Source: an optimization exercise on an open RTL-to-GDS flow (aim: small area, a short achievable clock period and few clock cycles per item). Production flows keep margins and buffers that such runs may drop.
The RTL was checked by simulation tests, not by an equivalence proof against the original design.
No activity file was given, so power comes from the tool's default toggle rates.

Setup of build 32:
Design nio61_proc, start of the top module:
module nio61_proc (
    input  wire        clk,
    input  wire        rst,
    input  wire        in_valid,
    output wire        in_ready,
    input  wire [7:0]  in_len,
    input  wire [95:0] in_frame,
    output wire        out_valid,
    input  wire        out_ready,
    output wire        out_err,
    output wire [31:0] out_data
);
clock: 6.0 ns
lec_check: 0
abc_area: 1
abc_clock_period_in_ps: 3700
cap_margin: 20
core_margin: 2
core_utilization: 40
cts_buf_list: sky130_fd_sc_hd__clkbuf_8 sky130_fd_sc_hd__clkbuf_16
cts_cluster_diameter: 100
cts_cluster_size: 30
place_density: 0.6
setup_slack_margin: 2.6
slew_margin: 20
synth_hierarchical: 1
synth_minimum_keep_size: 0
standard.sh (not shown) runs the stock make flow with config.mk's settings and CLKGATE_MAP_FILE= SYNTH_SCRIPT=/design/flow/synth_recipe.tcl, a recipe that flattens the netlist after the stock synthesis.
==> flow/flow/run.sh <==
#!/bin/bash
# Layout: the standard flow (standard.sh) with two changes:
#  - synthesis maps the XOR gate module of the checksum network with ABC's
#    speed script (synth_x2.tcl); all else as in the standard synthesis;
#  - the port buffers are sky130_fd_sc_hd__buf_2 cells.
set -euo pipefail
W=$PWD
bash standard.sh SYNTH_SCRIPT=$W/flow/synth_x2.tcl \
  "BUFFER_PORTS_ARGS=-buffer_cell sky130_fd_sc_hd__buf_2" finish > $W/flow.log 2>&1
==> flow/flow/synth_x2.tcl <==
# The standard synthesis (synth_recipe.tcl) with one change: the one-gate
# module nio61_x2 (an XOR), of which the checksum network is built, is mapped
# with ABC's speed script, which maps it to an XOR cell; every other module
# is mapped with the script the flow settings select, exactly as in the
# standard synthesis.  Registers are untouched.
proc synth {args} { yosys synth -nofsm -noshare {*}$args }
proc abc {args} {
  set i [lsearch -exact $args -script]
  set speed [lreplace $args [expr {$i + 1}] [expr {$i + 1}] $::env(SCRIPTS_DIR)/abc_speed.script]
  yosys abc {*}$args nio61_proc nio61_crc
  yosys abc {*}$speed nio61_x2
}
source $::env(SCRIPTS_DIR)/synth.tcl
# left out here: clear keep_hierarchy, flatten, clean up, hide names made inside functions, write 1_2_yosys.v
Testbench counts of build 32, summed over its fixed seeds: cycles 16,064, items 16,000.
Changes in build 85 relative to build 32:
# build 32
export LEC_CHECK = 0
export ABC_AREA = 1
export ABC_CLOCK_PERIOD_IN_PS = 3700
export CAP_MARGIN = 20
export CORE_MARGIN = 2
export CORE_UTILIZATION = 40
export CTS_BUF_LIST = sky130_fd_sc_hd__clkbuf_8 sky130_fd_sc_hd__clkbuf_16
export CTS_CLUSTER_DIAMETER = 100
export CTS_CLUSTER_SIZE = 30
export PLACE_DENSITY = 0.6
export SETUP_SLACK_MARGIN = 2.6
export SLEW_MARGIN = 20
export SYNTH_HIERARCHICAL = 1
export SYNTH_MINIMUM_KEEP_SIZE = 0
create_clock -name core_clock -period 6.0 [get_ports {clk}]
# build 85
export LEC_CHECK = 0
export ABC_AREA = 1
export ABC_CLOCK_PERIOD_IN_PS = 3700
export CAP_MARGIN = 20
export CORE_MARGIN = 2
export CORE_UTILIZATION = 40
export CTS_BUF_LIST = sky130_fd_sc_hd__clkbuf_4 sky130_fd_sc_hd__clkbuf_8
export CTS_CLUSTER_DIAMETER = 50
export CTS_CLUSTER_SIZE = 15
export PLACE_DENSITY = 0.6
export SETUP_SLACK_MARGIN = 2.6
export SLEW_MARGIN = 20
export SYNTH_HIERARCHICAL = 1
export SYNTH_MINIMUM_KEEP_SIZE = 0
create_clock -name core_clock -period 6.0 [get_ports {clk}]
==> run summary <==
- Relative to build 32, met1 routed wirelength after detailed routing has increased by about 0.3% in build 85.
- Build 32 → build 85: number of standard cells in the layout, taps in and fillers out has increased, routed wire length has increased.
- Diff build 85..build 32 | area after synthesis | unchanged
- Build 32 leaves more setup margin than build 85.
- Build 85 vs. build 32: met1 track demand over resource in global routing roughly the same, minimum hold slack lower, overall power after layout higher, share of final-layout standard cells stronger than drive strength 1 roughly the same.
- Delta(post-route fraction of the period consumed by the critical path, build 85 - build 32) > 0
What build 17 does differently from build 85 at the input level:
# build 85
export LEC_CHECK = 0
export ABC_AREA = 1
export ABC_CLOCK_PERIOD_IN_PS = 3700
export CAP_MARGIN = 20
export CORE_MARGIN = 2
export CORE_UTILIZATION = 40
export CTS_BUF_LIST = sky130_fd_sc_hd__clkbuf_4 sky130_fd_sc_hd__clkbuf_8
export CTS_CLUSTER_DIAMETER = 50
export CTS_CLUSTER_SIZE = 15
export PLACE_DENSITY = 0.6
export SETUP_SLACK_MARGIN = 2.6
export SLEW_MARGIN = 20
export SYNTH_HIERARCHICAL = 1
export SYNTH_MINIMUM_KEEP_SIZE = 0
create_clock -name core_clock -period 6.0 [get_ports {clk}]
# build 17
export LEC_CHECK = 0
export ABC_AREA = 1
export ABC_CLOCK_PERIOD_IN_PS = 3700
export CAP_MARGIN = 20
export CORE_MARGIN = 2
export CORE_UTILIZATION = 50
export CTS_BUF_LIST = sky130_fd_sc_hd__clkbuf_4 sky130_fd_sc_hd__clkbuf_8
export CTS_CLUSTER_DIAMETER = 60
export CTS_CLUSTER_SIZE = 20
export PLACE_DENSITY = 0.7
export SETUP_SLACK_MARGIN = 2.6
export SLEW_MARGIN = 20
export SYNTH_HIERARCHICAL = 1
export SYNTH_MINIMUM_KEEP_SIZE = 0
create_clock -name core_clock -period 6.0 [get_ports {clk}]
[summary]
- In build 17, filler-free cell count of the finished design is lower than in build 85.
- Between build 17 and build 85, the global-route wire length before repair figures differ only marginally.
- Lower met3 wire length goes to build 85 over build 17.
- In the flow results for build 85 and build 17, the share of the final layout cell area in multi-input gates is larger on build 17.
- Height of the die went down by more than 10% going from build 85 to build 17.
- Number of global-route vias before repair: build 17 higher than build 85
## Diff of input files: build 15 against build 17
# build 17
export LEC_CHECK = 0
export ABC_AREA = 1
export ABC_CLOCK_PERIOD_IN_PS = 3700
export CAP_MARGIN = 20
export CORE_MARGIN = 2
export CORE_UTILIZATION = 50
export CTS_BUF_LIST = sky130_fd_sc_hd__clkbuf_4 sky130_fd_sc_hd__clkbuf_8
export CTS_CLUSTER_DIAMETER = 60
export CTS_CLUSTER_SIZE = 20
export PLACE_DENSITY = 0.7
export SETUP_SLACK_MARGIN = 2.6
export SLEW_MARGIN = 20
export SYNTH_HIERARCHICAL = 1
export SYNTH_MINIMUM_KEEP_SIZE = 0
create_clock -name core_clock -period 6.0 [get_ports {clk}]
# build 15
export LEC_CHECK = 0
export ABC_AREA = 1
export ABC_CLOCK_PERIOD_IN_PS = 3700
export CAP_MARGIN = 5
export CORE_MARGIN = 2
export CORE_UTILIZATION = 40
export CTS_BUF_LIST = sky130_fd_sc_hd__clkbuf_4 sky130_fd_sc_hd__clkbuf_8
export CTS_CLUSTER_DIAMETER = 60
export CTS_CLUSTER_SIZE = 20
export PLACE_DENSITY = 0.6
export SETUP_SLACK_MARGIN = 2.6
export SLEW_MARGIN = 5
export SYNTH_HIERARCHICAL = 1
export SYNTH_MINIMUM_KEEP_SIZE = 0
create_clock -name core_clock -period 6.0 [get_ports {clk}]
==> comparison <==
Build 15 completed end to end with timing, DRC and antenna clean. Diff build 17 -> build 15: area of the core region rose 10000 µm², achievable clock frequency shrank by 0.44%, total number of cells along the worst setup path lower, portion of the layout cell area used by non-clock buffers about even. Build 15: global-route usage 4.5 points below build 17. Build 15 ends up with higher data required time at the worst endpoint than build 17 does. From build 17 to build 15 the numbers moved as follows: final design instance area without fill comparable, sequential share of layout area comparable, number of well taps now larger. Total power improves in build 15 relative to build 17. Sort build 17 and build 15 by final worst-path cycle share, descending, and build 15 comes first.
Relative to build 15, the following input files were edited for build 25:
# build 15
export LEC_CHECK = 0
export ABC_AREA = 1
export ABC_CLOCK_PERIOD_IN_PS = 3700
export CAP_MARGIN = 5
export CORE_MARGIN = 2
export CORE_UTILIZATION = 40
export CTS_BUF_LIST = sky130_fd_sc_hd__clkbuf_4 sky130_fd_sc_hd__clkbuf_8
export CTS_CLUSTER_DIAMETER = 60
export CTS_CLUSTER_SIZE = 20
export PLACE_DENSITY = 0.6
export SETUP_SLACK_MARGIN = 2.6
export SLEW_MARGIN = 5
export SYNTH_HIERARCHICAL = 1
export SYNTH_MINIMUM_KEEP_SIZE = 0
create_clock -name core_clock -period 6.0 [get_ports {clk}]
# build 25
export LEC_CHECK = 0
export ABC_AREA = 1
export ABC_CLOCK_PERIOD_IN_PS = 3700
export CAP_MARGIN = 20
export CORE_MARGIN = 2
export CORE_UTILIZATION = 40
export CTS_BUF_LIST = sky130_fd_sc_hd__clkbuf_4 sky130_fd_sc_hd__clkbuf_8
export CTS_CLUSTER_DIAMETER = 60
export CTS_CLUSTER_SIZE = 20
export PLACE_DENSITY = 0.6
export SETUP_SLACK_MARGIN = 2.55
export SLEW_MARGIN = 20
export SYNTH_HIERARCHICAL = 1
export SYNTH_MINIMUM_KEEP_SIZE = 0
create_clock -name core_clock -period 6.0 [get_ports {clk}]
Results
- For the leakage component of the power, build 25 came in 0.43% lower than build 15 did.
- Looking at relative contribution of combinational cells to total power, build 25 sits 0.4 points lower than build 15 does.
- [compare] base=build 15 new=build 25: worst reg-to-reg path cell count now sits lower; count of non-CTS buffers in the layout now sits lower.
- Net count reported at finish across build 25 and build 15: no real change.
- Of the two values seen for power group with the largest share, combinational logic was produced by build 15 and sequential cells by build 25.
- Changes observed in build 25 relative to build 15: post-route core utilization moved down, final area shows a reduction of 120 µm², detailed-route wire length increased by 1.3% relative to the old numbers.
Setup changes, build 25 to build 55
# build 25
export LEC_CHECK = 0
export ABC_AREA = 1
export ABC_CLOCK_PERIOD_IN_PS = 3700
export CAP_MARGIN = 20
export CORE_MARGIN = 2
export CORE_UTILIZATION = 40
export CTS_BUF_LIST = sky130_fd_sc_hd__clkbuf_4 sky130_fd_sc_hd__clkbuf_8
export CTS_CLUSTER_DIAMETER = 60
export CTS_CLUSTER_SIZE = 20
export PLACE_DENSITY = 0.6
export SETUP_SLACK_MARGIN = 2.55
export SLEW_MARGIN = 20
export SYNTH_HIERARCHICAL = 1
export SYNTH_MINIMUM_KEEP_SIZE = 0
create_clock -name core_clock -period 6.0 [get_ports {clk}]
# build 55
export LEC_CHECK = 0
export ABC_AREA = 1
export ABC_CLOCK_PERIOD_IN_PS = 3700
export CAP_MARGIN = 20
export CORE_MARGIN = 2
export CORE_UTILIZATION = 40
export CTS_BUF_LIST = sky130_fd_sc_hd__clkbuf_4 sky130_fd_sc_hd__clkbuf_8
export PLACE_DENSITY = 0.6
export SETUP_SLACK_MARGIN = 2.45
export SLEW_MARGIN = 20
export SYNTH_HIERARCHICAL = 1
export SYNTH_MINIMUM_KEEP_SIZE = 0
create_clock -name core_clock -period 6.0 [get_ports {clk}]
Findings:
Summary of build 55 over build 25: sum of routed wire length over all layers shrank by about 1%; cell area higher; met1 usage rose 0.23 points.
For the non-clock buffer count, build 55 came in about 10% lower than build 25 did.
Highest achievable clock rate in build 55 vs build 25: down 3.4%
For build 55, the worst setup path startpoint was in_frame[41], unlike build 25, where it was in_frame[55].

[static timing again, ports no longer ideal]
How much do the figures lean on ideal ports? The routed layouts below were timed once more, with nothing changed but the port constraints. Step 1, drivers: a clkbuf_16 drives clk and a buf_2 each remaining input, both assumed. Step 2 times the ports against the registers' clock, not the clock port: input delays grow and output delays shrink by t, the midpoint of the rising clock arrivals with the driver on. Three values: ideal, step 1, step 2; two values: the first two.
| run | shift t [ns] | slack for setup (ns) | slew at the worst register clock pin (ns) | worst slew at a driven data input, ns |
|---|---|---|---|---|
| build 32 | 0.565 | 2.714 / 2.746 / 2.181 | 0.11 / 0.11 | 0.04 |
| build 85 | 0.631 | 2.654 / 2.687 / 2.056 | 0.09 / 0.09 | 0.04 |
| build 17 | 0.641 | 2.717 / 2.753 / 2.112 | 0.11 / 0.11 | 0.04 |
| build 15 | 0.663 | 2.703 / 2.736 / 2.074 | 0.11 / 0.11 | 0.04 |
| build 25 | 0.667 | 2.678 / 2.715 / 2.048 | 0.11 / 0.11 | 0.05 |
| build 55 | 0.669 | 2.563 / 2.592 / 1.924 | 0.06 / 0.06 | 0.04 |
After both steps setup and hold are still met in every run listed. The setup slack of build 55, which loses most, moves by +0.029 ns with the drivers and by -0.639 ns with both steps.
